What follows belongs to an exercise in optimizing a design on an open flow for small area, a short achievable clock period and few clock cycles; a production flow would make more cautious choices.
Only simulation tests tie the RTL to the original design; equivalence was not proved.
Power and IR drop assume default switching activity.

// pae_a_decoder
module pae_a_decoder (
    input  wire       clk,
    input  wire       rst,
    input  wire       start,
    output wire       busy,
    output wire       done,
    output reg  [3:0] err,
    output reg  [3:0] width,
    output reg        order,
    output reg  [1:0] mode,
    input  wire       in_valid,
    input  wire [7:0] in_data,
    input  wire       in_last,
    output wire       in_ready,
    output wire       out_valid,
    output wire [7:0] out_data,
    input  wire       out_ready
);
Size: roughly 650 cells after synthesis, roughly 37 I/O pins, roughly 5800 µm² of cells after synthesis.
clock: 8.0 ns
lec_check: 0
cap_margin: 20
core_margin: 2
core_utilization: 40
cts_buf_list: sky130_fd_sc_hd__clkbuf_8
place_density: 0.6
setup_slack_margin: 5
slew_margin: 20
standard.sh (not shown) runs the stock make flow with config.mk's settings and CLKGATE_MAP_FILE= SYNTH_SCRIPT=/design/flow/synth_recipe.tcl, a recipe that flattens the netlist after the stock synthesis.
==> flow/flow/run.sh <==
#!/bin/bash
# Layout flow: the standard synthesis (the standard.sh synth), then the
# combinational gates between the flip-flops re-mapped for area by ABC
# (flow/resyn.ys; the flip-flops are untouched), then the rest of the
# standard ORFS flow (standard.sh) on that netlist, with the port buffers
# made of sky130_fd_sc_hd__buf_1 instead of the default cell. Each tool's
# output goes to its own log here: synth.log, resyn.log, layout.log (and
# ORFS's step logs under orfs/logs).
set -euo pipefail
WORK=$(pwd)
export BUFFER_PORTS_ARGS="-buffer_cell sky130_fd_sc_hd__buf_1"
R=$WORK/orfs/results/${FLOW_PLATFORM}/pae_a_decoder/base
LIB=$FLOW_HOME/platforms/${FLOW_PLATFORM}/lib/sky130_fd_sc_hd__tt_025C_1v80.lib

bash standard.sh synth > synth.log 2>&1

cp "$R/1_2_yosys.v" "$WORK/std_netlist.v"
sed -e "s#{LIB}#$LIB#g" -e "s#{STD}#$WORK/std_netlist.v#g" -e "s#{TOP}#$FLOW_TOP#g" \
    -e "s#{ABC}#$WORK/flow/resyn.abc#g" -e "s#{STAT}#$WORK/resyn_stat.txt#g" \
    -e "s#{OUT}#$WORK/resyn_netlist.v#g" flow/resyn.ys > resyn_run.ys
YOSYS=$(command -v yosys || echo "$FLOW_HOME/../tools/install/yosys/bin/yosys")
"$YOSYS" -s resyn_run.ys > resyn.log 2>&1

# same flip-flops, by instance name, as the standard synthesis
ffs() { grep -oE 'sky130_fd_sc_hd__(e?dfxtp|dfrtp|dfstp|sdfxtp)_[0-9]+ +[^ ]+' "$1" | sort; }
if ! cmp -s <(ffs "$WORK/std_netlist.v") <(ffs "$WORK/resyn_netlist.v"); then
    echo "resynthesis changed the flip-flops; keeping the standard netlist" >> resyn.log
else
    cp "$WORK/resyn_netlist.v" "$R/1_2_yosys.v"
    rm -f "$R/1_synth.odb" "$R/1_synth.sdc"
fi

bash standard.sh > layout.log 2>&1
Other scripts of this flow, unchanged in this note and not shown: flow/flow/resyn.abc, flow/flow/resyn.ys
Testbench counts at the start, summed over its fixed seeds: cycles 74,138.
Rerun with:
--- a/flow/design.v
+++ b/flow/design.v
@@ -36,22 +36,21 @@
     reg        busy_r, done_r;
     reg [3:0]  ps;
     reg [9:0]  win;          
     reg [3:0]  rp;           
     reg        wlast;        
     wire        b1 = win[9];             
     wire        b0 = win[8];             
     wire        have2 = (rp >= 4'd2);
     wire        have1 = (rp != 4'd0);
-    assign in_ready = busy_r && !wlast &&
-                      ((ps == P_HDR) ||
-                       ((rp <= 4'd2) && (ps != P_END)));
-    wire       ld = in_ready && in_valid;
+    reg        in_rdy;       
+    assign in_ready = in_rdy;
+    wire       ld = in_rdy && in_valid;
     reg        plane;
     reg [12:0] pm;           
     reg [3:0]  k;            
     reg [12:0] rv;           
     reg        big;          
     reg        off;          
     wire [7:0]  wsq   = width * width;
     wire [12:0] npl1  = {wsq, 5'd1};
     wire        rovf  = big || (rv > pm);
@@ -62,20 +61,30 @@
     reg        ofull;        
     localparam QD = 4;       
     reg [2*QD-1:0] fq;       
     reg [3:0]  fc;
     wire [1:0] fq0 = fq[1:0];
     wire       can_push = !ofull || out_ready;
     wire [7:0] ob_base  = ofull ? 8'd0 : ob;
     wire [2:0] room     = 3'd4 - {1'b0, cnt};
     wire       rz_nz    = (rz[12:1] != 12'd0);
-    wire       rz_last  = (rz <= {9'd0, room} + 13'd4);
-    wire       rz_cmpl  = (rz > {10'd0, room});
+    wire       rz_hi0   = (rz[12:4] == 9'd0);
+    reg        rz_lo_le, rz_lo_gt;
+    always @(*) begin
+        case (cnt)
+        2'd0:    begin rz_lo_le = (rz[3:0] <= 4'd8); rz_lo_gt = (rz[3:0] > 4'd4); end
+        2'd1:    begin rz_lo_le = (rz[3:0] <= 4'd7); rz_lo_gt = (rz[3:0] > 4'd3); end
+        2'd2:    begin rz_lo_le = (rz[3:0] <= 4'd6); rz_lo_gt = (rz[3:0] > 4'd2); end
+        default: begin rz_lo_le = (rz[3:0] <= 4'd5); rz_lo_gt = (rz[3:0] > 4'd1); end
+        endcase
+    end
+    wire       rz_last  = rz_hi0 && rz_lo_le;
+    wire       rz_cmpl  = !rz_hi0 || rz_lo_gt;
     wire       pop      = can_push && !rz_nz && (fc != 4'd0);
     wire       efree    = (!rz_nz && (fc == 4'd0)) ||
                           (can_push && rz_nz && rz_last && (fc == 4'd0)) ||
                           (can_push && !rz_nz && (fc == 4'd1));
     reg        push;         
     reg        hand;         
     reg [1:0]  cons;         
     always @(*) begin
         push = 1'b0;
@@ -107,18 +116,19 @@
     wire        pm_ld  = (ps == P_OT) || (ps == P_T1) || ((ps == P_MODE) && !b1);
     wire [12:0] pm_sum = pm - rv;
     wire        pm_upd = ((ps == P_DATA) && push && !off) || hand || (ps == P_FIX);
     wire [12:0] pm_n   = pm_ld ? npl1 : pm_upd ? pm_sum : pm;
     wire [3:0] rp_c = hdr_take ? rp - 4'd8 : rp - {2'd0, cons};
     always @(posedge clk) begin
         if (rst) begin
             busy_r <= 1'b0;
             done_r <= 1'b0;
+            in_rdy <= 1'b0;
             ps     <= P_IDLE;
             ofull  <= 1'b0;
             err    <= E_NONE;
             rz     <= 13'd0;
             fc     <= 3'd0;
             cnt    <= 2'd0;
             ob     <= 8'd0;
         end else begin
             done_r <= 1'b0;
@@ -127,18 +137,19 @@
                 2'd0:    win <= {in_data, 2'b00};
                 2'd1:    win <= {wsh[9], in_data, 1'b0};
                 default: win <= {wsh[9:8], in_data};
                 endcase
                 wlast <= in_last;
             end else begin
                 win <= wsh;
             end
             rp <= rp_c + (ld ? 4'd8 : 4'd0);
+            in_rdy <= in_rdy ? !ld : (busy_r && !wlast && (rp_c <= 4'd2));
             pm <= pm_n;
             case (ps)
             P_HDR: if (hdr_take) begin
                 width <= win[9:6];
                 if (win[9:6] != win[5:2]) begin
                     err <= E_NON_SQUARE;
                     ps  <= P_END;
                 end else if (win[9:6] == 4'd0) begin
                     err <= E_INV_SIZE;
@@ -243,18 +254,19 @@
             end
             P_FIX: begin
                 off <= 1'b0;
                 ps  <= P_PRE;
             end
             P_END: begin
                 if (!rz_nz && fc == 4'd0 && can_push && busy_r && !done_r) begin
                     done_r <= 1'b1;
                     busy_r <= 1'b0;
+                    in_rdy <= 1'b0;
                     ps     <= P_IDLE;
                 end
             end
             default: ;
             endcase
             if (can_push) begin
                 if (rz_nz) begin
                     if (rz_last) begin
                         rz  <= 13'd0;
@@ -274,18 +286,19 @@
                     ofull <= 1'b0;
                 end
             end
             fq <= fq_n;
             fc <= fc + {3'd0, push} - {3'd0, pop};
             if (hand)
                 rz <= rv;
             if (start && !busy_r) begin
                 busy_r <= 1'b1;
+                in_rdy <= 1'b1;
                 ps     <= P_HDR;
                 rp     <= 4'd0;
                 wlast  <= 1'b0;
                 rz     <= 13'd0;
                 fc     <= 3'd0;
                 cnt    <= 2'd0;
                 ob     <= 8'd0;
                 err    <= E_NONE;
                 mode   <= 2'd0;
=>
- The new run finished with timing, DRC and antenna clean
- synthesized cell count came out lower by a few percent
- via count came out lower slightly
- final area came out lower slightly
- hold slack hardly moves
- wire length came out lower by a few percent
- combinational power came out lower by well over a third
- setup slack loses 0.053 ns
- register-to-register slack loses 0.15 ns
- cell count came out lower by a few percent
- total power came out lower by a quarter to a third
Testbench counts after the change, summed over its fixed seeds: cycles 74,266.

==> separate check: timing with driven ports <==
How much do the figures lean on ideal ports? The routed layouts below were timed once more, with nothing changed but the port constraints. Step 1 sets driving cells, clkbuf_16 on the clock port and buf_2 on the other inputs (assumed; they add their load-dependent delay and slew). Step 2 also shifts input and output timing later by t, the mid clock arrival at the registers, as if the neighbouring blocks saw the same clock. a / b / c = ideal / step 1 / step 2; a / b = the first two.
| run | shift t [ns] | setup slack, ns | worst register clock-pin slew, ns |
|---|---|---|---|
| the first run | 0.423 | 4.891 / 4.855 / 4.535 | 0.11 / 0.11 |
| the second run | 0.431 | 4.838 / 4.823 / 4.392 | 0.10 / 0.10 |
After both steps every run listed still meets setup and hold. The setup slack of the second run, which loses most, moves by -0.015 ns with the drivers and by -0.446 ns with both steps.
